Source: an optimization exercise on an open RTL-to-GDS flow (aim: small area, a short achievable clock period and few clock cycles per item). Production flows keep margins and buffers that such runs may drop.
Function was not checked in any run shown here: the RTL went through the layout flow alone.

==> design/flow/design.v <==
module oblv_ks (
  input             clk,
  input             rst_n,
  input             cmd_valid,
  output            cmd_ready,
  input             cmd_op,        
  input      [15:0] cmd_len,
  input      [31:0] cmd_iv,
  input             din_valid,
  output            din_ready,
  input      [7:0]  din,
  output            dout_valid,
  input             dout_ready,
  output     [7:0]  dout,
  output     [31:0] iv_out
);
  localparam [31:0] SEED = 32'hc65053f2;    
  localparam [127:0] RK0  = 128'h000000b4000000060000000800000013;
  localparam [127:0] RK14 = 128'h51e54695cfdd3da03dcbb39a1f2a4614;
  function automatic [7:0] aes_sbox;
    input [7:0] a;
    reg U0, U1, U2, U3, U4, U5, U6, U7;
    reg T1, T2, T3, T4, T5, T6, T7, T8, T9, T10, T11, T12;
    reg T13, T14, T15, T16, T17, T18, T19, T20, T21, T22, T23, T24;
    reg T25, T26, T27, M1, M2, M3, M4, M5, M6, M7, M8, M9;
    reg M10, M11, M12, M13, M14, M15, M16, M17, M18, M19, M20, M21;
    reg M22, M23, M24, M25, M26, M27, M28, M29, M30, M31, M32, M33;
    reg M34, M35, M36, M37, M38, M39, M40, M41, M42, M43, M44, M45;
    reg M46, M47, M48, M49, M50, M51, M52, M53, M54, M55, M56, M57;
    reg M58, M59, M60, M61, M62, M63, L0, L1, L2, L3, L4, L5;
    reg L6, L7, L8, L9, L10, L11, L12, L13, L14, L15, L16, L17;
    reg L18, L19, L20, L21, L22, L23, L24, L25, L26, L27, L28, L29;
    reg S0, S1, S2, S3, S4, S5, S6, S7;
    begin
      {U0, U1, U2, U3, U4, U5, U6, U7} = a;
      T1 = U0 ^ U3;
      T2 = U0 ^ U5;
      T3 = U0 ^ U6;
      T4 = U3 ^ U5;
      T5 = U4 ^ U6;
      T6 = T1 ^ T5;
      T7 = U1 ^ U2;
      T8 = U7 ^ T6;
      T9 = U7 ^ T7;
      T10 = T6 ^ T7;
      T11 = U1 ^ U5;
      T12 = U2 ^ U5;
      T13 = T3 ^ T4;
      T14 = T6 ^ T11;
      T15 = T5 ^ T11;
      T16 = T5 ^ T12;
      T17 = T9 ^ T16;
      T18 = U3 ^ U7;
      T19 = T7 ^ T18;
      T20 = T1 ^ T19;
      T21 = U6 ^ U7;
      T22 = T7 ^ T21;
      T23 = T2 ^ T22;
      T24 = T2 ^ T10;
      T25 = T20 ^ T17;
      T26 = T3 ^ T16;
      T27 = T1 ^ T12;
      M1 = T13 & T6;
      M2 = T23 & T8;
      M3 = T14 ^ M1;
      M4 = T19 & U7;
      M5 = M4 ^ M1;
      M6 = T3 & T16;
      M7 = T22 & T9;
      M8 = T26 ^ M6;
      M9 = T20 & T17;
      M10 = M9 ^ M6;
      M11 = T1 & T15;
      M12 = T4 & T27;
      M13 = M12 ^ M11;
      M14 = T2 & T10;
      M15 = M14 ^ M11;
      M16 = M3 ^ M2;
      M17 = M5 ^ T24;
      M18 = M8 ^ M7;
      M19 = M10 ^ M15;
      M20 = M16 ^ M13;
      M21 = M17 ^ M15;
      M22 = M18 ^ M13;
      M23 = M19 ^ T25;
      M24 = M22 ^ M23;
      M25 = M22 & M20;
      M26 = M21 ^ M25;
      M27 = M20 ^ M21;
      M28 = M23 ^ M25;
      M29 = M28 & M27;
      M30 = M26 & M24;
      M31 = M20 & M23;
      M32 = M27 & M31;
      M33 = M27 ^ M25;
      M34 = M21 & M22;
      M35 = M24 & M34;
      M36 = M24 ^ M25;
      M37 = M21 ^ M29;
      M38 = M32 ^ M33;
      M39 = M23 ^ M30;
      M40 = M35 ^ M36;
      M41 = M38 ^ M40;
      M42 = M37 ^ M39;
      M43 = M37 ^ M38;
      M44 = M39 ^ M40;
      M45 = M42 ^ M41;
      M46 = M44 & T6;
      M47 = M40 & T8;
      M48 = M39 & U7;
      M49 = M43 & T16;
      M50 = M38 & T9;
      M51 = M37 & T17;
      M52 = M42 & T15;
      M53 = M45 & T27;
      M54 = M41 & T10;
      M55 = M44 & T13;
      M56 = M40 & T23;
      M57 = M39 & T19;
      M58 = M43 & T3;
      M59 = M38 & T22;
      M60 = M37 & T20;
      M61 = M42 & T1;
      M62 = M45 & T4;
      M63 = M41 & T2;
      L0 = M61 ^ M62;
      L1 = M50 ^ M56;
      L2 = M46 ^ M48;
      L3 = M47 ^ M55;
      L4 = M54 ^ M58;
      L5 = M49 ^ M61;
      L6 = M62 ^ L5;
      L7 = M46 ^ L3;
      L8 = M51 ^ M59;
      L9 = M52 ^ M53;
      L10 = M53 ^ L4;
      L11 = M60 ^ L2;
      L12 = M48 ^ M51;
      L13 = M50 ^ L0;
      L14 = M52 ^ M61;
      L15 = M55 ^ L1;
      L16 = M56 ^ L0;
      L17 = M57 ^ L1;
      L18 = M58 ^ L8;
      L19 = M63 ^ L4;
      L20 = L0 ^ L1;
      L21 = L1 ^ L7;
      L22 = L3 ^ L12;
      L23 = L18 ^ L2;
      L24 = L15 ^ L9;
      L25 = L6 ^ L10;
      L26 = L7 ^ L9;
      L27 = L8 ^ L10;
      L28 = L11 ^ L14;
      L29 = L11 ^ L17;
      S0 = L6 ^ L24;
      S1 = ~(L16 ^ L26);
      S2 = ~(L19 ^ L28);
      S3 = L6 ^ L21;
      S4 = L20 ^ L22;
      S5 = L25 ^ L29;
      S6 = ~(L13 ^ L27);
      S7 = ~(L6 ^ L23);
      aes_sbox = {S0, S1, S2, S3, S4, S5, S6, S7};
    end
  endfunction
  function automatic [7:0] iv_sbox;
    input [7:0] a;
    begin
      case (a)
        8'h00: iv_sbox = 8'hec;
        8'h01: iv_sbox = 8'h3f;
        8'h02: iv_sbox = 8'h77;
        8'h03: iv_sbox = 8'ha4;
        8'h04: iv_sbox = 8'h45;
        8'h05: iv_sbox = 8'hd0;
        8'h06: iv_sbox = 8'h71;
        8'h07: iv_sbox = 8'hbf;
        8'h08: iv_sbox = 8'hb7;
        8'h09: iv_sbox = 8'h98;
        8'h0a: iv_sbox = 8'h20;
        8'h0b: iv_sbox = 8'hfc;
        8'h0c: iv_sbox = 8'h4b;
        8'h0d: iv_sbox = 8'he9;
        8'h0e: iv_sbox = 8'hb3;
        8'h0f: iv_sbox = 8'he1;
        8'h10: iv_sbox = 8'h5c;
        8'h11: iv_sbox = 8'h22;
        8'h12: iv_sbox = 8'hf7;
        8'h13: iv_sbox = 8'h0c;
        8'h14: iv_sbox = 8'h44;
        8'h15: iv_sbox = 8'h1b;
        8'h16: iv_sbox = 8'h81;
        8'h17: iv_sbox = 8'hbd;
        8'h18: iv_sbox = 8'h63;
        8'h19: iv_sbox = 8'h8d;
        8'h1a: iv_sbox = 8'hd4;
        8'h1b: iv_sbox = 8'hc3;
        8'h1c: iv_sbox = 8'hf2;
        8'h1d: iv_sbox = 8'h10;
        8'h1e: iv_sbox = 8'h19;
        8'h1f: iv_sbox = 8'he0;
        8'h20: iv_sbox = 8'hfb;
        8'h21: iv_sbox = 8'ha1;
        8'h22: iv_sbox = 8'h6e;
        8'h23: iv_sbox = 8'h66;
        8'h24: iv_sbox = 8'hea;
        8'h25: iv_sbox = 8'hae;
        8'h26: iv_sbox = 8'hd6;
        8'h27: iv_sbox = 8'hce;
        8'h28: iv_sbox = 8'h06;
        8'h29: iv_sbox = 8'h18;
        8'h2a: iv_sbox = 8'h4e;
        8'h2b: iv_sbox = 8'heb;
        8'h2c: iv_sbox = 8'h78;
        8'h2d: iv_sbox = 8'h95;
        8'h2e: iv_sbox = 8'hdb;
        8'h2f: iv_sbox = 8'hba;
        8'h30: iv_sbox = 8'hb6;
        8'h31: iv_sbox = 8'h42;
        8'h32: iv_sbox = 8'h7a;
        8'h33: iv_sbox = 8'h2a;
        8'h34: iv_sbox = 8'h83;
        8'h35: iv_sbox = 8'h0b;
        8'h36: iv_sbox = 8'h54;
        8'h37: iv_sbox = 8'h67;
        8'h38: iv_sbox = 8'h6d;
        8'h39: iv_sbox = 8'he8;
        8'h3a: iv_sbox = 8'h65;
        8'h3b: iv_sbox = 8'he7;
        8'h3c: iv_sbox = 8'h2f;
        8'h3d: iv_sbox = 8'h07;
        8'h3e: iv_sbox = 8'hf3;
        8'h3f: iv_sbox = 8'haa;
        8'h40: iv_sbox = 8'h27;
        8'h41: iv_sbox = 8'h7b;
        8'h42: iv_sbox = 8'h85;
        8'h43: iv_sbox = 8'hb0;
        8'h44: iv_sbox = 8'h26;
        8'h45: iv_sbox = 8'hfd;
        8'h46: iv_sbox = 8'h8b;
        8'h47: iv_sbox = 8'ha9;
        8'h48: iv_sbox = 8'hfa;
        8'h49: iv_sbox = 8'hbe;
        8'h4a: iv_sbox = 8'ha8;
        8'h4b: iv_sbox = 8'hd7;
        8'h4c: iv_sbox = 8'hcb;
        8'h4d: iv_sbox = 8'hcc;
        8'h4e: iv_sbox = 8'h92;
        8'h4f: iv_sbox = 8'hda;
        8'h50: iv_sbox = 8'hf9;
        8'h51: iv_sbox = 8'h93;
        8'h52: iv_sbox = 8'h60;
        8'h53: iv_sbox = 8'h2d;
        8'h54: iv_sbox = 8'hdd;
        8'h55: iv_sbox = 8'hd2;
        8'h56: iv_sbox = 8'ha2;
        8'h57: iv_sbox = 8'h9b;
        8'h58: iv_sbox = 8'h39;
        8'h59: iv_sbox = 8'h5f;
        8'h5a: iv_sbox = 8'h82;
        8'h5b: iv_sbox = 8'h21;
        8'h5c: iv_sbox = 8'h4c;
        8'h5d: iv_sbox = 8'h69;
        8'h5e: iv_sbox = 8'hf8;
        8'h5f: iv_sbox = 8'h31;
        8'h60: iv_sbox = 8'h87;
        8'h61: iv_sbox = 8'hee;
        8'h62: iv_sbox = 8'h8e;
        8'h63: iv_sbox = 8'had;
        8'h64: iv_sbox = 8'h8c;
        8'h65: iv_sbox = 8'h6a;
        8'h66: iv_sbox = 8'hbc;
        8'h67: iv_sbox = 8'hb5;
        8'h68: iv_sbox = 8'h6b;
        8'h69: iv_sbox = 8'h59;
        8'h6a: iv_sbox = 8'h13;
        8'h6b: iv_sbox = 8'hf1;
        8'h6c: iv_sbox = 8'h04;
        8'h6d: iv_sbox = 8'h00;
        8'h6e: iv_sbox = 8'hf6;
        8'h6f: iv_sbox = 8'h5a;
        8'h70: iv_sbox = 8'h35;
        8'h71: iv_sbox = 8'h79;
        8'h72: iv_sbox = 8'h48;
        8'h73: iv_sbox = 8'h8f;
        8'h74: iv_sbox = 8'h15;
        8'h75: iv_sbox = 8'hcd;
        8'h76: iv_sbox = 8'h97;
        8'h77: iv_sbox = 8'h57;
        8'h78: iv_sbox = 8'h12;
        8'h79: iv_sbox = 8'h3e;
        8'h7a: iv_sbox = 8'h37;
        8'h7b: iv_sbox = 8'hff;
        8'h7c: iv_sbox = 8'h9d;
        8'h7d: iv_sbox = 8'h4f;
        8'h7e: iv_sbox = 8'h51;
        8'h7f: iv_sbox = 8'hf5;
        8'h80: iv_sbox = 8'ha3;
        8'h81: iv_sbox = 8'h70;
        8'h82: iv_sbox = 8'hbb;
        8'h83: iv_sbox = 8'h14;
        8'h84: iv_sbox = 8'h75;
        8'h85: iv_sbox = 8'hc2;
        8'h86: iv_sbox = 8'hb8;
        8'h87: iv_sbox = 8'h72;
        8'h88: iv_sbox = 8'hc0;
        8'h89: iv_sbox = 8'hed;
        8'h8a: iv_sbox = 8'h7d;
        8'h8b: iv_sbox = 8'h68;
        8'h8c: iv_sbox = 8'hc9;
        8'h8d: iv_sbox = 8'h2e;
        8'h8e: iv_sbox = 8'h0d;
        8'h8f: iv_sbox = 8'h62;
        8'h90: iv_sbox = 8'h46;
        8'h91: iv_sbox = 8'h17;
        8'h92: iv_sbox = 8'h11;
        8'h93: iv_sbox = 8'h4d;
        8'h94: iv_sbox = 8'h6c;
        8'h95: iv_sbox = 8'hc4;
        8'h96: iv_sbox = 8'h7e;
        8'h97: iv_sbox = 8'h53;
        8'h98: iv_sbox = 8'hc1;
        8'h99: iv_sbox = 8'h25;
        8'h9a: iv_sbox = 8'hc7;
        8'h9b: iv_sbox = 8'h9a;
        8'h9c: iv_sbox = 8'h1c;
        8'h9d: iv_sbox = 8'h88;
        8'h9e: iv_sbox = 8'h58;
        8'h9f: iv_sbox = 8'h2c;
        8'ha0: iv_sbox = 8'h89;
        8'ha1: iv_sbox = 8'hdc;
        8'ha2: iv_sbox = 8'h02;
        8'ha3: iv_sbox = 8'h64;
        8'ha4: iv_sbox = 8'h40;
        8'ha5: iv_sbox = 8'h01;
        8'ha6: iv_sbox = 8'h5d;
        8'ha7: iv_sbox = 8'h38;
        8'ha8: iv_sbox = 8'ha5;
        8'ha9: iv_sbox = 8'he2;
        8'haa: iv_sbox = 8'haf;
        8'hab: iv_sbox = 8'h55;
        8'hac: iv_sbox = 8'hd5;
        8'had: iv_sbox = 8'hef;
        8'hae: iv_sbox = 8'h1a;
        8'haf: iv_sbox = 8'h7c;
        8'hb0: iv_sbox = 8'ha7;
        8'hb1: iv_sbox = 8'h5b;
        8'hb2: iv_sbox = 8'ha6;
        8'hb3: iv_sbox = 8'h6f;
        8'hb4: iv_sbox = 8'h86;
        8'hb5: iv_sbox = 8'h9f;
        8'hb6: iv_sbox = 8'h73;
        8'hb7: iv_sbox = 8'he6;
        8'hb8: iv_sbox = 8'h0a;
        8'hb9: iv_sbox = 8'hde;
        8'hba: iv_sbox = 8'h2b;
        8'hbb: iv_sbox = 8'h99;
        8'hbc: iv_sbox = 8'h4a;
        8'hbd: iv_sbox = 8'h47;
        8'hbe: iv_sbox = 8'h9c;
        8'hbf: iv_sbox = 8'hdf;
        8'hc0: iv_sbox = 8'h09;
        8'hc1: iv_sbox = 8'h76;
        8'hc2: iv_sbox = 8'h9e;
        8'hc3: iv_sbox = 8'h30;
        8'hc4: iv_sbox = 8'h0e;
        8'hc5: iv_sbox = 8'he4;
        8'hc6: iv_sbox = 8'hb2;
        8'hc7: iv_sbox = 8'h94;
        8'hc8: iv_sbox = 8'ha0;
        8'hc9: iv_sbox = 8'h3b;
        8'hca: iv_sbox = 8'h34;
        8'hcb: iv_sbox = 8'h1d;
        8'hcc: iv_sbox = 8'h28;
        8'hcd: iv_sbox = 8'h0f;
        8'hce: iv_sbox = 8'h36;
        8'hcf: iv_sbox = 8'he3;
        8'hd0: iv_sbox = 8'h23;
        8'hd1: iv_sbox = 8'hb4;
        8'hd2: iv_sbox = 8'h03;
        8'hd3: iv_sbox = 8'hd8;
        8'hd4: iv_sbox = 8'h90;
        8'hd5: iv_sbox = 8'hc8;
        8'hd6: iv_sbox = 8'h3c;
        8'hd7: iv_sbox = 8'hfe;
        8'hd8: iv_sbox = 8'h5e;
        8'hd9: iv_sbox = 8'h32;
        8'hda: iv_sbox = 8'h24;
        8'hdb: iv_sbox = 8'h50;
        8'hdc: iv_sbox = 8'h1f;
        8'hdd: iv_sbox = 8'h3a;
        8'hde: iv_sbox = 8'h43;
        8'hdf: iv_sbox = 8'h8a;
        8'he0: iv_sbox = 8'h96;
        8'he1: iv_sbox = 8'h41;
        8'he2: iv_sbox = 8'h74;
        8'he3: iv_sbox = 8'hac;
        8'he4: iv_sbox = 8'h52;
        8'he5: iv_sbox = 8'h33;
        8'he6: iv_sbox = 8'hf0;
        8'he7: iv_sbox = 8'hd9;
        8'he8: iv_sbox = 8'h29;
        8'he9: iv_sbox = 8'h80;
        8'hea: iv_sbox = 8'hb1;
        8'heb: iv_sbox = 8'h16;
        8'hec: iv_sbox = 8'hd3;
        8'hed: iv_sbox = 8'hab;
        8'hee: iv_sbox = 8'h91;
        8'hef: iv_sbox = 8'hb9;
        8'hf0: iv_sbox = 8'h84;
        8'hf1: iv_sbox = 8'h7f;
        8'hf2: iv_sbox = 8'h61;
        8'hf3: iv_sbox = 8'h1e;
        8'hf4: iv_sbox = 8'hcf;
        8'hf5: iv_sbox = 8'hc5;
        8'hf6: iv_sbox = 8'hd1;
        8'hf7: iv_sbox = 8'h56;
        8'hf8: iv_sbox = 8'h3d;
        8'hf9: iv_sbox = 8'hca;
        8'hfa: iv_sbox = 8'hf4;
        8'hfb: iv_sbox = 8'h05;
        8'hfc: iv_sbox = 8'hc6;
        8'hfd: iv_sbox = 8'he5;
        8'hfe: iv_sbox = 8'h08;
        8'hff: iv_sbox = 8'h49;
        default: iv_sbox = 8'h00;
      endcase
    end
  endfunction
  function automatic [127:0] round_key;
    input [3:0] r;
    begin
      case (r)
        4'd1: round_key = 128'h00000052000000330000000f0000001b;
        4'd2: round_key = 128'h006363cb0063637f0063637900636371;
        4'd3: round_key = 128'h63fbfb6a63fbfb3863fbfb0b63fbfb04;
        4'd4: round_key = 128'h02fb0fb102986c7a02fb0f0502986c7c;
        4'd5: round_key = 128'h770f769514f48dff770f76c714f48dcc;
        4'd6: round_key = 128'h2af5768e280e793f2a961545286d1a40;
        4'd7: round_key = 128'he5e6387892e94eed861dc312f112b5d5;
        4'd8: round_key = 128'hbcd98ebb962cf835be22810a94b4944f;
        4'd9: round_key = 128'h653519b880d321c0123a6f2d9427ac3f;
        4'd10: round_key = 128'h6c2ef50fd0f77bb446db8381f8f9028b;
        4'd11: round_key = 128'h33ca1d1c56ff04a4d62c2564c4164a49;
        4'd12: round_key = 128'h9e387b35f2168e3a22e1f58e643a760f;
        4'd13: round_key = 128'h7c0857034fc24a1f193d4ebbcf116bdf;
        4'd14: round_key = RK14 ^ RK0;
        default: round_key = 128'h0;
      endcase
    end
  endfunction
  function automatic [7:0] xtime;
    input [7:0] a;
    begin
      xtime = {a[6:0], 1'b0} ^ (a[7] ? 8'h1b : 8'h00);
    end
  endfunction
  function automatic [127:0] sub_shift;
    input [127:0] s;
    integer i;
    begin
      for (i = 0; i < 16; i = i + 1)
        sub_shift[8*i +: 8] = aes_sbox(s[8*((i % 4) + 4 * (((i / 4) + (i % 4)) % 4)) +: 8]);
    end
  endfunction
  function automatic [127:0] mix_columns;
    input [127:0] s;
    reg   [7:0]   a0, a1, a2, a3, t;
    integer       c;
    begin
      for (c = 0; c < 4; c = c + 1) begin
        a0 = s[32*c +: 8]; a1 = s[32*c+8 +: 8]; a2 = s[32*c+16 +: 8]; a3 = s[32*c+24 +: 8];
        t = a0 ^ a1 ^ a2 ^ a3;
        mix_columns[32*c +:  8] = a0 ^ t ^ xtime(a0 ^ a1);
        mix_columns[32*c+8 +: 8] = a1 ^ t ^ xtime(a1 ^ a2);
        mix_columns[32*c+16 +: 8] = a2 ^ t ^ xtime(a2 ^ a3);
        mix_columns[32*c+24 +: 8] = a3 ^ t ^ xtime(a3 ^ a0);
      end
    end
  endfunction
  reg [31:0]  iv;            
  reg [31:0]  civ;           
  reg         ev;
  reg [1:0]   ev_step;
  reg [1:0]   ev_ph;
  reg [7:0]   ev_t;          
  reg [127:0] st;            
  reg [3:0]   rnd;
  reg         e_act;         
  reg         pend;          
  reg [15:0]  e_rem;         
  reg [3:0]   e_end;         
  reg [6:0]   e_blk;         
  reg         e_first;       
  reg [127:0] ks;
  reg         ks_v;
  reg [3:0]   bidx;
  reg [3:0]   ks_end;
  reg [7:0]   dout_r;
  reg         dout_v;
  reg [7:0]   sk_r;
  reg         sk_v;
  assign cmd_ready  = !ev && !pend && (!e_act || e_rem == 16'd0);
  assign din_ready  = ks_v && !sk_v;
  assign dout_valid = dout_v;
  assign dout       = dout_r;
  assign iv_out     = iv;
  wire cmd_fire = cmd_valid && cmd_ready;
  wire din_fire = din_valid && din_ready;
  wire [127:0] t_ss   = sub_shift(st);
  wire         last_r = (rnd == 4'd14);
  wire [127:0] u_rnd  = (last_r ? t_ss : mix_columns(t_ss)) ^ round_key(rnd);
  wire [127:0] blk_out = t_ss ^ RK14;
  wire [127:0] tile0  = {civ, civ, civ, civ} ^ RK0;
  wire ks_free = !ks_v || (din_fire && bidx == ks_end);
  wire fin     = e_act && last_r && ks_free;
  wire chunk_end = e_first ? (e_blk == 7'd90) : (e_blk == 7'd91);
  wire start_new = (!e_act && pend) || (fin && pend);
  wire nxt_cont  = fin && !pend && e_rem != 16'd0;
  wire restart   = nxt_cont && chunk_end;
  wire load_tile = start_new || restart;
  wire hold      = e_act && last_r && !ks_free;
  wire [6:0]  n_blk   = (start_new || restart) ? 7'd0 : e_blk + 7'd1;
  wire        n_first = start_new ? 1'b1 : (restart ? 1'b0 : e_first);
  wire        n_short = !n_first && n_blk == 7'd91;    
  wire [4:0]  n_lc    = n_short ? 5'd4 : 5'd16;
  wire        n_lastb = e_rem <= {11'd0, n_lc};
  always @(posedge clk) begin
    if (!hold)
      st <= load_tile ? tile0 : u_rnd;
    if (fin)
      ks <= blk_out;
  end
  always @(posedge clk) begin
    if (!rst_n) begin
      e_act <= 1'b0;
      pend  <= 1'b0;
      ks_v  <= 1'b0;
    end else begin
      if (cmd_fire && cmd_op && cmd_len != 16'd0) begin
        pend  <= 1'b1;
        e_rem <= cmd_len;
      end
      if (e_act && !last_r)
        rnd <= rnd + 4'd1;
      if (fin) begin
        ks_end <= e_end;
        bidx   <= 4'd0;
        ks_v   <= 1'b1;
        if (!pend && e_rem == 16'd0)
          e_act <= 1'b0;
      end else if (din_fire) begin
        bidx <= bidx + 4'd1;
        if (bidx == ks_end)
          ks_v <= 1'b0;
      end
      if (start_new || nxt_cont) begin
        e_act   <= 1'b1;
        rnd     <= 4'd1;
        e_blk   <= n_blk;
        e_first <= n_first;
        if (start_new)
          pend <= 1'b0;
        if (n_lastb) begin
          e_end <= e_rem[3:0] - 4'd1;
          e_rem <= 16'd0;
        end else begin
          e_end <= n_lc[3:0] - 4'd1;
          e_rem <= e_rem - {11'd0, n_lc};
        end
      end
    end
  end
  wire [7:0] ev_x  = civ[8*ev_step +: 8];
  wire [7:0] ev_in = (ev_ph == 2'd0) ? iv[15:8] : (ev_ph == 2'd1) ? iv[31:24] : ev_x;
  wire [7:0] ev_T  = iv_sbox(ev_in);
  wire [7:0] n0 = iv[7:0];
  wire [7:0] n1 = iv[15:8] - (iv[23:16] ^ ev_T);
  wire [7:0] n2 = (ev_t + ev_x) ^ iv[23:16];
  wire [7:0] n3 = (iv[31:24] - n0) + ev_T;
  wire [31:0] ev_w = {n3, n2, n1, n0};
  always @(posedge clk) begin
    if (!rst_n) begin
      iv <= 32'h0;
      ev <= 1'b0;
    end else if (cmd_fire) begin
      if (cmd_op == 1'b0) begin
        iv <= cmd_iv;
      end else begin
        civ     <= iv;
        iv      <= SEED;
        ev      <= 1'b1;
        ev_step <= 2'd0;
        ev_ph   <= 2'd0;
      end
    end else if (ev) begin
      case (ev_ph)
        2'd0: begin
          iv[7:0] <= iv[7:0] + (ev_T - ev_x);
          ev_ph   <= 2'd1;
        end
        2'd1: begin
          ev_t  <= ev_T;
          ev_ph <= 2'd2;
        end
        default: begin
          iv      <= {ev_w[28:0], ev_w[31:29]};
          ev_ph   <= 2'd0;
          ev_step <= ev_step + 2'd1;
          if (ev_step == 2'd3)
            ev <= 1'b0;
        end
      endcase
    end
  end
  wire [7:0] ks_byte = ks[8*bidx +: 8];
  wire [7:0] x_byte  = din ^ ks_byte;
  always @(posedge clk) begin
    if (!rst_n) begin
      dout_v <= 1'b0;
      sk_v   <= 1'b0;
    end else if (dout_v && !dout_ready) begin
      if (din_fire) begin
        sk_r <= x_byte;
        sk_v <= 1'b1;
      end
    end else if (sk_v) begin
      dout_r <= sk_r;
      dout_v <= 1'b1;
      sk_v   <= 1'b0;
    end else begin
      dout_v <= din_fire;
      if (din_fire)
        dout_r <= x_byte;
    end
  end
endmodule
==> design/flow/run.sh <==
#!/bin/bash
# synth_recipe.tcl (not shown) runs the flow's synth.tcl, then flattens the netlist and writes it again
# the make line also repeats each setting of config.mk as NAME=value (left out here)
make -C /OpenROAD-flow-scripts/flow DESIGN_CONFIG=/design/flow/config.mk WORK_HOME=/design/flow/orfs CLKGATE_MAP_FILE= SYNTH_SCRIPT=/design/flow/synth_recipe.tcl finish
==> design/flow/config.mk <==
export PLATFORM = sky130hd
export DESIGN_NAME = oblv_ks
export DESIGN_NICKNAME = oblv_ks
export VERILOG_FILES = /design/flow/design.v
export SDC_FILE = /design/flow/constraint.sdc
export NUM_CORES = 4
export LEC_CHECK = 0
export ABC_AREA = 1
export CAP_MARGIN = 20
export CELL_PAD_IN_SITES_DETAIL_PLACEMENT = 1
export CELL_PAD_IN_SITES_GLOBAL_PLACEMENT = 2
export CORE_MARGIN = 2
export CORE_UTILIZATION = 25
export PLACE_DENSITY = 0.32
export SLEW_MARGIN = 20
==> design/flow/constraint.sdc <==
create_clock -name core_clock -period 9.0 [get_ports {clk}]
set_input_delay 1.8000 -clock core_clock [delete_from_list [all_inputs] [get_ports {clk}]]
set_output_delay 1.8000 -clock core_clock [all_outputs]
set_load 0.01 [all_outputs]
==> impl_metrics.json, run 1 <==
{
  "outcome": "finished clean",
  "dpl_cell_area_um2": 70000,
  "crit_slowest_cell": "fa_1",
  "drive_above_1_share_pct": 9.26,
  "cap_violations": 0,
  "cpPeakStageDelay_ns": 0.57,
  "root_buffer": "clkbuf_16",
  "max_freq_mhz": 134,
  "tns_ns": 0,
  "start_util_pct": 25.2,
  "hold_slack_ns": 0.422,
  "fin_crit_ns": 7.44,
  "route.detailed.drc": 0,
  "io_buffers": 104,
  "firstDrtPassIters": 6,
  "tightest_slew_ns": 1.21,
  "synth_top_area_cell": "nand2_1",
  "postCtsSetupRepairBufs": 0,
  "clock_latency_ns": 0.75,
  "synth_area_um2": 65400,
  "ys_ff_latch": 519,
  "die-width_um": 515,
  "cts_hold_buffers": 0,
  "routed_wl_mm": 352,
  "seq_area_frac_synth_pct": 21.3,
  "syn_inst": 11300,
  "setup_viol": 0,
  "ctsResizeCount": 0,
  "final_nets": 11500,
  "synth-async-reset-ratio_pct": 0,
  "crit_path_max_fanout": 20,
  "slew_viol_final": 0,
  "ys_warn_count": 1,
  "clock_tree.htree_level_count": 3,
  "clock_sinks": 519,
  "grt_max_degree": 129,
  "synth_ff_type": "edfxtp_1",
  "relSlewSlack_pct": 18.5,
  "synth_nets": 11500,
  "rsz0062_at_grt": "false",
  "syn_to_final_growth_pct": 11.1,
  "via_per_inst": 4.94,
  "vias": 73100,
  "synthTopCellsByArea": "nand2_1, edfxtp_1, nand3_1",
  "cts-buffers-inserted": 74,
  "crit_path_frequent_cell": "nor2_1",
  "dp_hpwl_mm": 296,
  "cts_tree": "done",
  "avgRoutedWirePerCell_um": 23.8,
  "hold_path.class": "reg -> reg",
  "hold_viol": 0,
  "ys_types": 78,
  "rows": 187,
  "start_kind": "flip-flop",
  "design_area_um2": 72600,
  "placed_cells": 14600,
  "cts.reportedPaths.clkPinSlew_ns": 0.06,
  "synth_edf_count": 356,
  "fin_util_pct": 28.0,
  "cp-end-kind": "flip-flop",
  "overflow": 0,
  "die_y_um": 515,
  "dieArea_um2": 266000,
  "drtIter0Drc": 3956,
  "crit_type": "reg -> reg",
  "avgSynthCellArea_um2": 5.79,
  "pin_count": 105,
  "design.core.area_um2": 260000,
  "clock_path_buffers": 3,
  "antenna_found_initial": 21,
  "grtUsageTotal_pct": 26.0,
  "grt_pass1_wl_mm": 511,
  "cp.arrival_ns": 8.08,
  "crit_required_ns": 9.63,
  "gp_congestion": 0.892,
  "yosysTopAreaCellShare_pct": 30.4,
  "grt_pass1_vias": 74100,
  "ant_nets": 0,
  "fin_crit_sh_pct": 82.7,
  "final_cells": 14800,
  "skew_ns": 0.0669
}
==> cell usage after synthesis, types with 47 or more instances <==
library cell and n:
nand2_2 391, a21oi_1 144, o21ai_0 267, edfxtp_1 356, nand3_1 1563, nand3_2 81
nor2_1 483, ha_1 105, nand2_1 5301, nand2_4 47, inv_1 959, nand4_1 88
inv_2 163, dfxtp_1 163, nand3b_1 63, xnor2_1 182, o211ai_1 50, nor2_2 47
clkbuf_1 91, xor2_1 227
==> final cells by class <==
type / instances / area (µm²)
Fill cell: 33700 / 187000
Multi-Input combinational cell: 9424 / 46000
Sequential cell: 519 / 14000
Inverter: 1137 / 4300
Tap cell: 3402 / 4260
Clock buffer: 95 / 2030
Timing Repair Buffer: 167 / 1550
Clock inverter: 42 / 539
Antenna cell: 5 / 12.5
==> per-layer routing <==
layer | vias up | share of wire (%) | global-route usage, %
li1 | 36100 | - | -
met1 | 35800 | 46 | 34.1
met2 | 951 | 49 | 45.9
met3 | 252 | 2.7 | 2.12
met4 | 12 | 2.3 | 6.00
met5 | - | 0.022 | 0
==> metrics by stage <==
step                      setup WS [ns]
after CTS                          1.50
after global routing              0.927
final                              1.56
after detailed placement           1.49
after floorplan                    1.76
after global placement             1.51
==> layout by cell type (no fill, tap or decap), drive strengths merged, types with 12 or more instances in the layout <==
cell | Yosys | routed
o211ai | 50 | 50
xnor2 | 209 | 209
nor2 | 542 | 542
fa | 16 | 16
nor3 | 22 | 22
o21ai | 310 | 310
clkdlybuf4s50 | 0 | 104
ha | 105 | 105
a21oi | 147 | 147
o22ai | 27 | 27
buf | 97 | 63
nand3 | 1647 | 1647
clkinv | 10 | 37
mux2i | 32 | 32
dfxtp | 163 | 163
a31oi | 20 | 20
clkbuf | 101 | 95
o311ai | 12 | 12
nand2 | 5739 | 5739
nand3b | 66 | 66
o221ai | 18 | 18
or2 | 22 | 22
nand4 | 90 | 90
edfxtp | 356 | 356
inv | 1127 | 1131
xor2 | 274 | 274
==> kinds of logic after synthesis <==
family                     count (synthesis)  synth area share, %
buffers and inverters                   1339                 8.36
and+or+nand+nor                         8148                 54.0
adders and majority gates                121                 2.50
DFF                                      519                 21.3
xor gates and xnor gates                 483                 7.62
muxes                                     32                0.490
AOI/OAI and AO/OA                        640                 5.69
==> sequential cells by signal, summed over array words and instances (netlist names), 4 cells and up <==
register                                               count
bidx                                                       4
e_blk                                                      7
iv                                                        32
ks_end                                                     4
sk_r                                                       8
civ                                                       32
dout_r                                                     8
st                                                       128
round_key$func$/design/flow/design.v:513$5474.$result    125
ks                                                       128
ev_t                                                       8
rnd                                                        4
e_end                                                      4
e_rem                                                     16
==> critical path, delay by kind of cell (launching register included) <==
kind	cells	cell delay, ns
compound gates	11	2.00
buf+inv	11	1.82
simple gates	13	1.72
fa+ha+maj	3	1.16
flops	1	0.36
xor+xnor	2	0.29
==> final timing paths <==
path | from | endpoint | slack, ns | cells past startpoint
setup / recovery | ev_step[0] | iv[7] | 1.56 | 40
hold / removal | e_end[3] | ks_end[3] | 0.42 | 0
setup reg to reg | ev_step[0] | iv[7] | 1.56 | 40
hold reg to reg | e_end[3] | ks_end[3] | 0.42 | 0
==> inputs of run 2 (changes only) <==
--- a/design/flow/design.v
+++ b/design/flow/design.v
@@ -432,21 +432,17 @@
     input [3:0] r;
     begin
-      case (r)
-        4'd1: round_key = 128'h00000052000000330000000f0000001b;
-        4'd2: round_key = 128'h006363cb0063637f0063637900636371;
-        4'd3: round_key = 128'h63fbfb6a63fbfb3863fbfb0b63fbfb04;
-        4'd4: round_key = 128'h02fb0fb102986c7a02fb0f0502986c7c;
-        4'd5: round_key = 128'h770f769514f48dff770f76c714f48dcc;
-        4'd6: round_key = 128'h2af5768e280e793f2a961545286d1a40;
-        4'd7: round_key = 128'he5e6387892e94eed861dc312f112b5d5;
-        4'd8: round_key = 128'hbcd98ebb962cf835be22810a94b4944f;
-        4'd9: round_key = 128'h653519b880d321c0123a6f2d9427ac3f;
-        4'd10: round_key = 128'h6c2ef50fd0f77bb446db8381f8f9028b;
-        4'd11: round_key = 128'h33ca1d1c56ff04a4d62c2564c4164a49;
-        4'd12: round_key = 128'h9e387b35f2168e3a22e1f58e643a760f;
-        4'd13: round_key = 128'h7c0857034fc24a1f193d4ebbcf116bdf;
-        4'd14: round_key = RK14 ^ RK0;
-        default: round_key = 128'h0;
-      endcase
+      round_key = ({128{r == 4'd1}}  & 128'h00000052000000330000000f0000001b)
+                | ({128{r == 4'd2}}  & 128'h006363cb0063637f0063637900636371)
+                | ({128{r == 4'd3}}  & 128'h63fbfb6a63fbfb3863fbfb0b63fbfb04)
+                | ({128{r == 4'd4}}  & 128'h02fb0fb102986c7a02fb0f0502986c7c)
+                | ({128{r == 4'd5}}  & 128'h770f769514f48dff770f76c714f48dcc)
+                | ({128{r == 4'd6}}  & 128'h2af5768e280e793f2a961545286d1a40)
+                | ({128{r == 4'd7}}  & 128'he5e6387892e94eed861dc312f112b5d5)
+                | ({128{r == 4'd8}}  & 128'hbcd98ebb962cf835be22810a94b4944f)
+                | ({128{r == 4'd9}}  & 128'h653519b880d321c0123a6f2d9427ac3f)
+                | ({128{r == 4'd10}} & 128'h6c2ef50fd0f77bb446db8381f8f9028b)
+                | ({128{r == 4'd11}} & 128'h33ca1d1c56ff04a4d62c2564c4164a49)
+                | ({128{r == 4'd12}} & 128'h9e387b35f2168e3a22e1f58e643a760f)
+                | ({128{r == 4'd13}} & 128'h7c0857034fc24a1f193d4ebbcf116bdf);
     end
   endfunction
@@ -485,8 +481,9 @@
   reg [1:0]   ev_step;
   reg [1:0]   ev_ph;
-  reg [7:0]   ev_t;          
+  reg [7:0]   ev_r;          
   reg [127:0] st;            
-  reg [3:0]   rnd;
+  reg [3:0]   rnd;           
   reg         e_act;         
+  reg         e_tile;        
   reg         pend;          
   reg [15:0]  e_rem;         
@@ -509,27 +506,23 @@
   wire cmd_fire = cmd_valid && cmd_ready;
   wire din_fire = din_valid && din_ready;
-  wire [127:0] t_ss   = sub_shift(st);
-  wire         last_r = (rnd == 4'd14);
-  wire [127:0] u_rnd  = (last_r ? t_ss : mix_columns(t_ss)) ^ round_key(rnd);
-  wire [127:0] blk_out = t_ss ^ RK14;
-  wire [127:0] tile0  = {civ, civ, civ, civ} ^ RK0;
-  wire ks_free = !ks_v || (din_fire && bidx == ks_end);
-  wire fin     = e_act && last_r && ks_free;
+  wire [127:0] t_ss    = sub_shift(st);
+  wire         last_r  = (rnd == 4'd14);
+  wire [127:0] u_rnd   = mix_columns(t_ss) ^ round_key(rnd);
+  wire [127:0] blk_in  = e_tile ? {civ, civ, civ, civ} : ks;
+  wire ks_free   = !ks_v || (din_fire && bidx == ks_end);
+  wire fin       = e_act && last_r && ks_free;
   wire chunk_end = e_first ? (e_blk == 7'd90) : (e_blk == 7'd91);
-  wire start_new = (!e_act && pend) || (fin && pend);
-  wire nxt_cont  = fin && !pend && e_rem != 16'd0;
-  wire restart   = nxt_cont && chunk_end;
-  wire load_tile = start_new || restart;
-  wire hold      = e_act && last_r && !ks_free;
-  wire [6:0]  n_blk   = (start_new || restart) ? 7'd0 : e_blk + 7'd1;
-  wire        n_first = start_new ? 1'b1 : (restart ? 1'b0 : e_first);
+  wire        n_tile  = pend || chunk_end;
+  wire [6:0]  n_blk   = n_tile ? 7'd0 : e_blk + 7'd1;
+  wire        n_first = pend || (!chunk_end && e_first);
   wire        n_short = !n_first && n_blk == 7'd91;    
   wire [4:0]  n_lc    = n_short ? 5'd4 : 5'd16;
   wire        n_lastb = e_rem <= {11'd0, n_lc};
+  wire        go      = (pend && (!e_act || fin)) || (fin && e_rem != 16'd0);
   always @(posedge clk) begin
-    if (!hold)
-      st <= load_tile ? tile0 : u_rnd;
+    if (!last_r)
+      st <= (rnd == 4'd0) ? blk_in ^ RK0 : u_rnd;
     if (fin)
-      ks <= blk_out;
+      ks <= t_ss ^ RK14;
   end
   always @(posedge clk) begin
@@ -543,5 +536,5 @@
         e_rem <= cmd_len;
       end
-      if (e_act && !last_r)
+      if (!last_r)
         rnd <= rnd + 4'd1;
       if (fin) begin
@@ -549,6 +542,5 @@
         bidx   <= 4'd0;
         ks_v   <= 1'b1;
-        if (!pend && e_rem == 16'd0)
-          e_act <= 1'b0;
+        e_act  <= 1'b0;
       end else if (din_fire) begin
         bidx <= bidx + 4'd1;
@@ -556,11 +548,11 @@
           ks_v <= 1'b0;
       end
-      if (start_new || nxt_cont) begin
+      if (go) begin
         e_act   <= 1'b1;
-        rnd     <= 4'd1;
+        e_tile  <= n_tile;
+        rnd     <= 4'd0;
         e_blk   <= n_blk;
         e_first <= n_first;
-        if (start_new)
-          pend <= 1'b0;
+        pend    <= 1'b0;
         if (n_lastb) begin
           e_end <= e_rem[3:0] - 4'd1;
@@ -578,5 +570,5 @@
   wire [7:0] n0 = iv[7:0];
   wire [7:0] n1 = iv[15:8] - (iv[23:16] ^ ev_T);
-  wire [7:0] n2 = (ev_t + ev_x) ^ iv[23:16];
+  wire [7:0] n2 = (ev_r + ev_x) ^ iv[23:16];
   wire [7:0] n3 = (iv[31:24] - n0) + ev_T;
   wire [31:0] ev_w = {n3, n2, n1, n0};
@@ -598,10 +590,11 @@
       case (ev_ph)
         2'd0: begin
-          iv[7:0] <= iv[7:0] + (ev_T - ev_x);
-          ev_ph   <= 2'd1;
+          ev_r  <= ev_T;
+          ev_ph <= 2'd1;
         end
         2'd1: begin
-          ev_t  <= ev_T;
-          ev_ph <= 2'd2;
+          iv[7:0] <= iv[7:0] + (ev_r - ev_x);
+          ev_r    <= ev_T;
+          ev_ph   <= 2'd2;
         end
         default: begin
--- a/design/flow/config.mk
+++ b/design/flow/config.mk
@@ -6,5 +6,4 @@
 export NUM_CORES = 4
 export LEC_CHECK = 0
-export ABC_AREA = 1
 export CAP_MARGIN = 20
 export CELL_PAD_IN_SITES_DETAIL_PLACEMENT = 1
==> run 2 against run 1 <==
  * Still clean
  * Final area shrank 4.7%
  * Sequential cell count down 124
  * Setup slack got worse by 1.3 ns
  * Die area is 5.1% lower
  * Maximum frequency shrank 15%
  * Critical path type unchanged
  * Largest cell class unchanged
==> impl_metrics.json, run 2 <==
{
  "ant_nets": 0,
  "die_y_um": 502,
  "pin_count": 105,
  "rsz0062_at_grt": "false",
  "via_per_inst": 5.50,
  "design_area_um2": 69200,
  "path_buf_inv": 0,
  "dp_hpwl_mm": 254,
  "vias": 59200,
  "r2r-end": "st[43]",
  "ff2ff_path_depth": 18,
  "overflow": 0,
  "avgSynthCellArea_um2": 8.27,
  "crit_type": "reg -> reg",
  "synth-async-reset-ratio_pct": 0,
  "postCtsSetupRepairBufs": 0,
  "final_cells": 10800,
  "outcome": "finished clean",
  "yosysMostFrequentCell": "xnor2_1",
  "synth_edf_count": 357,
  "layout_commonest_cell": "xnor2_1",
  "start_util_pct": 25.2,
  "firstDrtPassIters": 5,
  "crit_required_ns": 9.35,
  "drive_above_1_share_pct": 9.75,
  "setup_viol": 0,
  "crit_slowest_cell": "edfxtp_1",
  "syn_inst": 7500,
  "dieArea_um2": 252000,
  "cts_hold_buffers": 0,
  "min_to": "ks_end[0]",
  "cap_violations": 0,
  "synth_ff_type": "edfxtp_1",
  "grt_pass1_wl_mm": 466,
  "clock_latency_ns": 0.72,
  "die-width_um": 502,
  "cts_tree": "done",
  "reg2reg_slack_ns": 0.24,
  "cp.arrival_ns": 9.10,
  "cts.reportedPaths.clkPinSlew_ns": 0.07,
  "yosysTopAreaCellShare_pct": 17.3,
  "tightest_slew_ns": 1.14,
  "root_buffer": "clkbuf_16",
  "grtUsageTotal_pct": 25.1,
  "ctsResizeCount": 0,
  "crit_path_frequent_cell": "xnor2_1",
  "tns_ns": 0,
  "route.detailed.drc": 0,
  "drtIter0Drc": 4399,
  "max_freq_mhz": 114,
  "synth_nets": 7675,
  "min_path_cells": 0,
  "fin_crit_ns": 8.76,
  "dpl_cell_area_um2": 67400,
  "avgRoutedWirePerCell_um": 30.3,
  "ys_ff_latch": 395,
  "clock_path_buffers": 3,
  "hold_start": "e_end[0]",
  "clock_tree.htree_level_count": 2,
  "ys_warn_count": 1,
  "grt_pass1_vias": 60100,
  "fin_crit_sh_pct": 97.3,
  "hold_path.class": "reg -> reg",
  "clock_sinks": 395,
  "seq_area_frac_synth_pct": 18.5,
  "skew_ns": 0.0576,
  "io_buffers": 104,
  "syn_to_final_growth_pct": 11.7,
  "antenna_found_initial": 19,
  "final_nets": 7581,
  "cpPeakStageDelay_ns": 1.00,
  "synth_area_um2": 62000,
  "gp_congestion": 0.918,
  "routed_wl_mm": 326,
  "synth_top_area_cell": "edfxtp_1",
  "relSlewSlack_pct": 23.6,
  "slew_viol_final": 0,
  "critical_path.cell_chain": "xor3_2 -> xor2_1 -> xnor2_1 -> ha_1 -> or3b_2 -> mux2i_1 -> a2111o_1 -> xnor2_2 -> xnor3_1 -> mux2_2 -> a21oi_1 -> a211oi_1 -> xor3_1 -> xnor2_1 -> xor2_1 -> xnor2_1 -> xnor2_1 -> a21oi_1",
  "crit_path_max_fanout": 16,
  "ys_types": 116,
  "cp-end-kind": "flip-flop",
  "start_kind": "flip-flop",
  "placed_cells": 10700,
  "hold_viol": 0,
  "synthTopCellsByCount": "xnor2_1, nor2_1, nand2_1",
  "synthTopCellsByArea": "edfxtp_1, xnor2_1, xnor3_1",
  "design.core.area_um2": 246000,
  "rows": 182,
  "crit_family": "XOR/XNOR gates",
  "layout_common_cells": "xnor2_1, nor2_1, nand2_1",
  "cts-buffers-inserted": 54,
  "grt_max_degree": 118,
  "worstSetupStartpoint": "st[73]",
  "timing.rr.start": "st[73]"
}
## run 2: logic make-up after synthesis
logic type	Yosys count	synth area share [%]
adder cells (fa/ha/maj)	127	2.70
AND/OR/NAND/NOR	2144	16.2
multiplexers	185	4.06
buffers and inverters	768	5.10
flip-flops	395	18.5
AO/OA/AOI/OAI	2202	23.2
XOR/XNOR	1679	30.3
## run 2: worst max path at each step
| stage | slack [ns] | end | depth (start not counted) |
|---|---|---|---|
| detailed placement | 0.46 | st[43] | 18 |
| global placement | 0.28 | st[42] | 18 |
| finish | 0.24 | st[43] | 18 |
| global route | 0.04 | st[43] | 18 |
| floorplan | 0.91 | e_rem[0] | 9 |
| CTS | 0.34 | st[43] | 18 |
## run 2: routing by layer
layer  vias up  GRT usage [%]  wire (µm)
li1      27100              -          -
met1     30400           35.4     154000
met2      1390           41.8     153000
met3       258           1.92      12000
met4        12           5.22       7470
met5         -              0         85
## run 2: metrics by stage
step / util, % / hold slack (ns) / setup WS [ns]
floorplan: - / 0.400 / 0.906
global placement: 27.3 / 0.419 / 0.282
detailed placement: 27.4 / 0.419 / 0.460
CTS: 28.1 / 0.432 / 0.338
global route: 28.1 / 0.434 / 0.0421
finish: 28.1 / 0.423 / 0.243
## run 2: final cells by class
class	count	area (µm²)
Clock inverter	39	465
Tap cell	3312	4140
Inverter	219	822
Fill cell	28800	177000
Timing Repair Buffer	399	3360
Antenna cell	3	7.51
Clock buffer	59	1380
Multi-Input combinational cell	6337	47600
Sequential cell	395	11500
==> inputs of run 3 (changes only) <==
==> design/flow/flow/run.sh (new file) <==
#!/bin/bash
# The standard layout (standard.sh), with one change in synthesis: abc maps
# with flow/abc_nf.script. Registers and everything after synthesis are as
# in the standard flow.
set -euo pipefail
HERE=$(pwd)
cat flow/abc_wrap.tcl synth_recipe.tcl > my_synth.tcl
export MY_ABC_SCRIPT=$HERE/flow/abc_nf.script
sed "s#SYNTH_SCRIPT=[^ ]*#SYNTH_SCRIPT=$HERE/my_synth.tcl#" standard.sh > my_standard.sh
bash my_standard.sh "$@" > make_flow.log 2>&1
==> design/flow/flow/abc_nf.script (new file) <==
strash
&get -n
&fraig -x
&put
scorr
dc2
strash
&get -n
&dch -f
&nf
&put
buffer -c
topo
stime -c
upsize -c
dnsize -c
==> design/flow/flow/abc_wrap.tcl (new file) <==
# Put before synth_recipe.tcl: abc maps with flow/abc_nf.script (area-oriented
# &nf mapping) instead of the ORFS script; everything else is unchanged.
proc abc {args} {
  set i [lsearch -exact $args -script]
  if {$i >= 0} {
    set args [lreplace $args $i [expr {$i + 1}] -script $::env(MY_ABC_SCRIPT)]
  }
  yosys abc {*}$args
}
==> design/flow/standard.sh (new file) <==
#!/bin/bash
# synth_recipe.tcl (not shown) runs the flow's synth.tcl, then flattens the netlist and writes it again
# the make line also repeats each setting of config.mk as NAME=value (left out here)
make -C /OpenROAD-flow-scripts/flow DESIGN_CONFIG=/design/flow/config.mk WORK_HOME=/design/flow/orfs CLKGATE_MAP_FILE= SYNTH_SCRIPT=/design/flow/synth_recipe.tcl "${@:-finish}"
removed: design/flow/run.sh
==> run 3 against run 2 <==
  * Still clean
  * Setup slack improved by 1.3 ns
  * Count of clock-buffer cells in the layout increased by 3
  * Synthesized cell count decreased by 35%
  * Final cell count decreased by 30%
  * Register-to-register slack improved by 1.3 ns
  * Final area decreased by 24%
  * Global-route usage decreased by 1.2 points
  * Critical path depth decreased by 2
==> impl_metrics.json, run 3 <==
{
  "outcome": "finished clean",
  "cts_hold_buffers": 0,
  "syn_to_final_growth_pct": 13.6,
  "io_buffers": 104,
  "grt.busiest_layer": "met2",
  "slew_viol_final": 0,
  "rsz0062_at_grt": "false",
  "layout_commonest_cell": "xnor2_1",
  "drive_above_1_share_pct": 7.26,
  "cp.arrival_ns": 7.78,
  "synth-async-reset-ratio_pct": 0,
  "via_per_inst": 5.02,
  "yosysMostFrequentCell": "xnor2_1",
  "drtIter0Drc": 2299,
  "n_fill_cell": 20900,
  "fin_crit_ns": 7.50,
  "gr-usage-met2_pct": 40.3,
  "design.core.area_um2": 183000,
  "antenna_found_initial": 9,
  "vias": 37600,
  "hold_viol": 0,
  "worstSetupStartpoint": "st[23]",
  "routed_wl_mm": 228,
  "synth_area_um2": 46100,
  "setup_viol": 0,
  "clock_sinks": 395,
  "relSlewSlack_pct": 12.9,
  "ys_warn_count": 1,
  "hold_start": "e_end[2]",
  "clock_path_buffers": 3,
  "cts-buffers-inserted": 57,
  "skew_ns": 0.0373,
  "dieArea_um2": 188000,
  "crit_path_max_fanout": 7,
  "cts_tree": "done",
  "start_util_pct": 25.2,
  "tns_ns": 0,
  "min_path_cells": 0,
  "grt_pass1_wl_mm": 319,
  "dp_hpwl_mm": 186,
  "seq_area_frac_synth_pct": 24.9,
  "clock_tree.htree_level_count": 2,
  "max_freq_mhz": 133,
  "synth_top_area_cell": "edfxtp_1",
  "ys_ff_latch": 395,
  "route.detailed.drc": 0,
  "synthTopCellsByCount": "xnor2_1, xor2_1, nand2_1",
  "clock_latency_ns": 0.69,
  "avgRoutedWirePerCell_um": 30.5,
  "ant_nets": 0,
  "start_kind": "flip-flop",
  "cp-end-kind": "flip-flop",
  "die-width_um": 433,
  "synth_edf_count": 357,
  "fin_crit_sh_pct": 83.4,
  "grt_util_met3_pct": 2.15,
  "synthTopCellsByArea": "edfxtp_1, xnor2_1, xnor3_1",
  "grtUsageTotal_pct": 23.9,
  "postCtsSetupRepairBufs": 0,
  "synth_nets": 5048,
  "critical_path.cell_chain": "xnor2_1 -> xnor2_1 -> xnor2_1 -> ha_1 -> xor2_1 -> xor3_1 -> a21oi_1 -> a211oi_1 -> a211oi_1 -> xnor2_1 -> xnor2_1 -> xnor3_1 -> xnor2_2 -> xnor3_1 -> xor2_1 -> a22oi_1",
  "crit_required_ns": 9.27,
  "die_y_um": 433,
  "timing.rr.start": "st[23]",
  "layout_common_cells": "xnor2_1, xor2_1, nand2_1",
  "hold_path.class": "reg -> reg",
  "avgSynthCellArea_um2": 9.46,
  "crit_slowest_cell": "a22oi_1",
  "grt_pass1_vias": 39600,
  "yosysTopAreaCellShare_pct": 23.2,
  "crit_type": "reg -> reg",
  "ff2ff_path_depth": 16,
  "root_buffer": "clkbuf_16",
  "rows": 157,
  "ys_types": 98,
  "pin_count": 105,
  "ctsResizeCount": 0,
  "crit_path_frequent_cell": "xnor2_1",
  "tightest_slew_ns": 1.31,
  "cts.reportedPaths.clkPinSlew_ns": 0.06,
  "final_nets": 5139,
  "cap_violations": 0,
  "met1_usage_pct": 32.5,
  "regArea_um2": 11500,
  "multi_input_area_um2": 33500,
  "grt_max_degree": 73,
  "firstDrtPassIters": 5,
  "synth_ff_type": "edfxtp_1",
  "overflow": 0,
  "cpPeakStageDelay_ns": 0.97,
  "gp_congestion": 0.972,
  "syn_inst": 4873
}
-- run 3: cell count changes after synthesis, sizes merged, moves of 78 or more --
cell,delta
a21oi,-346
nor2,-328
nand2,-219
o21ai,-200
buf,-192
clkbuf,-189
nand3,-123
a31oi,-97
nor3,-97
xor2,+85
inv,-79
mux2i,-78
-- run 3: area by class of cell --
cell class	count	share of cell area, %
clock buffer	62	2.80
sequential	395	21.9
tap	2464	5.88
inverter	140	1.02
timing repair buffer	200	3.37
clock inverter	46	1.00
multi-input combinational	4170	64.0
antenna	5	0.0239
-- run 3: metal layers --
layer | vias up | share of wire, %
met5 | - | 0.011
met1 | 19100 | 46
met3 | 208 | 3.3
met4 | 4 | 3.0
li1 | 17400 | -
met2 | 831 | 47
-- run 3: per-stage QoR --
step	cell area [µm²]	worst slack (ns)	cells	hold WS, ns	utilization, %
3_3_place_gp	50400	1.52	7367	0.414	27.5
4_1_cts	52400	1.53	7477	0.435	28.6
6_report	52400	1.50	7482	0.429	28.6
5_1_grt	52400	1.02	7477	0.443	28.6
3_5_place_dp	50400	1.61	7369	0.421	27.5
2_1_floorplan	46100	2.37	4873	0.400	-
-- run 3: worst paths after layout --
check	slack (ns)	to
worst max-delay path	1.50	st[77]
worst min-delay path	0.43	ks_end[2]
worst max register to register	1.50	st[77]
worst min register to register	0.43	ks_end[2]
-- run 3: worst max-delay path: cells and delay by family, from the launching register on --
family,cells,cell delay [ns]
xor gates and xnor gates,11,4.09
AOI/OAI and AO/OA,4,2.20
DFF,1,0.55
adders and majority gates,1,0.25
-- run 3: logic make-up after synthesis --
kind of cell	share of synthesized area [%]
muxes	1.78
xor gates and xnor gates	40.4
AOI/OAI and AO/OA	14.3
DFF	24.9
buffers and inverters	2.57
adders and majority gates	3.33
and+or+nand+nor	12.7
==> inputs of run 4 (changes only) <==
--- a/design/flow/config.mk
+++ b/design/flow/config.mk
@@ -12,3 +12,4 @@
 export CORE_UTILIZATION = 25
 export PLACE_DENSITY = 0.32
+export SETUP_SLACK_MARGIN = 4
 export SLEW_MARGIN = 20
==> run 4 against run 3 <==
  * Clock skew rose by 0.0044 ns
  * Sequential share of layout area decreased by 6.4 points
  * Non-clock buffer count rose by 1013
  * Final cell count up 14%
  * Critical path type unchanged
  * Synthesized cell count is the same
  * Hold slack worse by 0.013 ns
==> impl_metrics.json, run 4 <==
{
  "worst_slack_ns": 3.14,
  "outcome": "finished clean",
  "layout_commonest_cell": "buf_4",
  "clock_latency_ns": 0.69,
  "avgRoutedWirePerCell_um": 29.1,
  "fin_crit_sh_pct": 65.1,
  "skew_ns": 0.0417,
  "synth_xor_area_share_pct": 40.4,
  "cp-end-kind": "flip-flop",
  "ys_types": 98,
  "setup_viol": 0,
  "max_freq_mhz": 171,
  "synth_nets": 5048,
  "synth_top_family_by_area": "XOR/XNOR gates",
  "routed_wl_mm": 248,
  "synth_edf_count": 357,
  "ys_warn_count": 1,
  "muxShareOfSynthArea_pct": 1.78,
  "hold_path.class": "reg -> reg",
  "cp.arrival_ns": 6.29,
  "clock_sinks": 395,
  "cts_hold_buffers": 0,
  "drtIter0Drc": 2457,
  "cap_violations": 0,
  "dieArea_um2": 188000,
  "relSlewSlack_pct": 12.2,
  "io_buffers": 104,
  "design_area_um2": 73900,
  "synthAdderAreaFrac_pct": 3.33,
  "avgSynthCellArea_um2": 9.46,
  "dpl_worst_slack_ns": 1.77,
  "final_cells": 8493,
  "cts-buffers-inserted": 57,
  "firstDrtPassIters": 5,
  "die_y_um": 433,
  "fin_util_pct": 40.3,
  "yosys.area_share.simple_pct": 12.7,
  "cts.reportedPaths.clkPinSlew_ns": 0.06,
  "syn_inst": 4873,
  "ant_nets": 0,
  "crit_path_max_fanout": 4,
  "yosysMostFrequentCell": "xnor2_1",
  "clock_path_buffers": 3,
  "cts_tree": "done",
  "die-width_um": 433,
  "synth-compound-area-share_pct": 14.3,
  "synth_top_area_cell": "edfxtp_1",
  "synth-async-reset-ratio_pct": 0,
  "grt_pass1_vias": 44500,
  "route.detailed.drc": 0,
  "overflow": 0,
  "synth_area_um2": 46100,
  "gp_congestion": 0.905,
  "tns_ns": 0,
  "seq_area_frac_synth_pct": 24.9,
  "dp_hpwl_mm": 185,
  "synthTopCellsByCount": "xnor2_1, xor2_1, nand2_1",
  "root_buffer": "clkbuf_16",
  "final_nets": 6155,
  "placed_cells": 7350,
  "rsz0062_at_grt": "true",
  "grtUsageTotal_pct": 25.8,
  "grt_max_degree": 70,
  "vias": 42400,
  "synthTopCellsByArea": "edfxtp_1, xnor2_1, xnor3_1",
  "dpl_cell_area_um2": 51400,
  "clock_tree.htree_level_count": 2,
  "start_util_pct": 25.2,
  "fin_crit_ns": 5.86,
  "grt_pass1_wl_mm": 346,
  "slew_viol_final": 0,
  "layout_common_cells": "buf_4, xnor2_1, xnor2_2",
  "yosysTopAreaCellShare_pct": 23.2,
  "rows": 157,
  "antenna_found_initial": 21,
  "synth_ff_type": "edfxtp_1",
  "design.core.area_um2": 183000,
  "start_kind": "flip-flop",
  "pin_count": 105,
  "crit_required_ns": 9.43,
  "tightest_slew_ns": 1.31,
  "syn_to_final_growth_pct": 60.3,
  "hold_viol": 0,
  "ys_ff_latch": 395,
  "via_per_inst": 5.00,
  "drive_above_1_share_pct": 46.9,
  "crit_type": "reg -> reg"
}
==> run 4: critical path, stage by stage, from the launching register on <==
cell	delay, ns
edfxtp_1	0.46
xor2_4	0.22
buf_12	0.15
xnor2_4	0.13
xnor2_2	0.15
ha_1	0.33
xor2_2	0.17
a21o_1	0.20
a211oi_4	0.33
or2_4	0.21
a22oi_2	0.11
o221a_1	0.32
or4_4	0.57
a21oi_4	0.20
xor3_1	0.24
xnor3_2	0.53
xnor2_4	0.30
buf_6	0.14
buf_6	0.10
xnor2_4	0.13
xnor2_2	0.14
xnor2_1	0.10
o21ai_2	0.37
==> run 4: layout make-up <==
class | instances | area (µm²)
diodes | 5 | 12.5
clock buffers | 67 | 1460
clock inverters | 36 | 450
fillers | 19700 | 109000
inverters | 140 | 586
multi-input cells | 4172 | 46000
flip-flops and latches | 395 | 11500
well taps | 2464 | 3080
repair buffers | 1213 | 10800
repair inverters | 1 | 16.3
==> run 4: metrics by stage <==
step	hold slack, ns
global route	0.426
global placement	0.401
floorplan	0.400
CTS	0.418
finish	0.416
detailed placement	0.406
==> run 4: what timing repair did <==
action                                   CTS  global route
setup buffers                            789           239
hold endpoints to repair                   0             0
cloned                                     5             1
endpoints found under the setup margin   234           153
resized for setup                       1526           482
pin swaps                                704           423
==> run 4: path summary, 6_finish.rpt <==
| kind | startpoint | endpoint | slack (ns) | cells after the start |
|---|---|---|---|---|
| setup / recovery | st[59] | st[81] | 3.14 | 22 |
| hold / removal | e_end[2] | ks_end[2] | 0.42 | 0 |
| setup reg to reg | st[59] | st[81] | 3.14 | 22 |
| hold reg to reg | e_end[2] | ks_end[2] | 0.42 | 0 |
==> run 4: metal layers <==
| layer | GRT usage, % | part of all wire [%] | wire length (µm) | up-vias |
|---|---|---|---|---|
| li1 | - | - | - | 19300 |
| met1 | 35.5 | 46 | 113000 | 22000 |
| met2 | 42.5 | 47 | 116000 | 954 |
| met3 | 2.61 | 3.9 | 9560 | 260 |
| met4 | 7.44 | 3.6 | 8910 | 8 |
| met5 | 0 | 0.022 | 54 | - |
==> run 4: cells by family (layout without fill, tap and decap cells) <==
| kind of cell | count (synthesis) | in the layout |
|---|---|---|
| xor+xnor | 1702 | 1703 |
| simple gates | 1249 | 1249 |
| compound gates | 1045 | 1046 |
| flops | 395 | 395 |
| buf+inv | 308 | 1457 |
| fa+ha+maj | 113 | 113 |
| mux | 61 | 61 |
| other cells | 0 | 5 |

-- afterwards: timing with drivers on the ports --
Ports are ideal in the flow. The routed layouts listed here were re-timed in OpenROAD. Step 1 (the two cells are an assumption about what drives the block):
set clk [get_ports {clk}]
set_driving_cell -lib_cell sky130_fd_sc_hd__clkbuf_16 $clk
set_driving_cell -lib_cell sky130_fd_sc_hd__buf_2 [delete_from_list [all_inputs] $clk]
Step 2 moves the port delays by t, midway between the first and last clock arrival at a register: inputs arrive t later, outputs are due t later. That takes back most of the time a late clock gives input paths. Slacks: ideal ports / drivers / drivers and shift; pairs: ideal ports / drivers.
| run | t (ns) | setup slack, ns | clock arrival spread, ns |
|---|---|---|---|
| run 1 | 0.814 | 1.556 / 1.556 / 1.426 | 0.071 / 0.071 |
| run 2 | 0.762 | 0.243 / 0.243 / 0.243 | 0.060 / 0.060 |
| run 3 | 0.750 | 1.495 / 1.495 / 1.495 | 0.037 / 0.037 |
| run 4 | 0.756 | 3.138 / 3.138 / 3.138 | 0.042 / 0.041 |
After both steps every run listed still meets setup and hold. The setup slack of run 1, which loses most, moves by 0.000 ns with the drivers and by -0.130 ns with both steps.
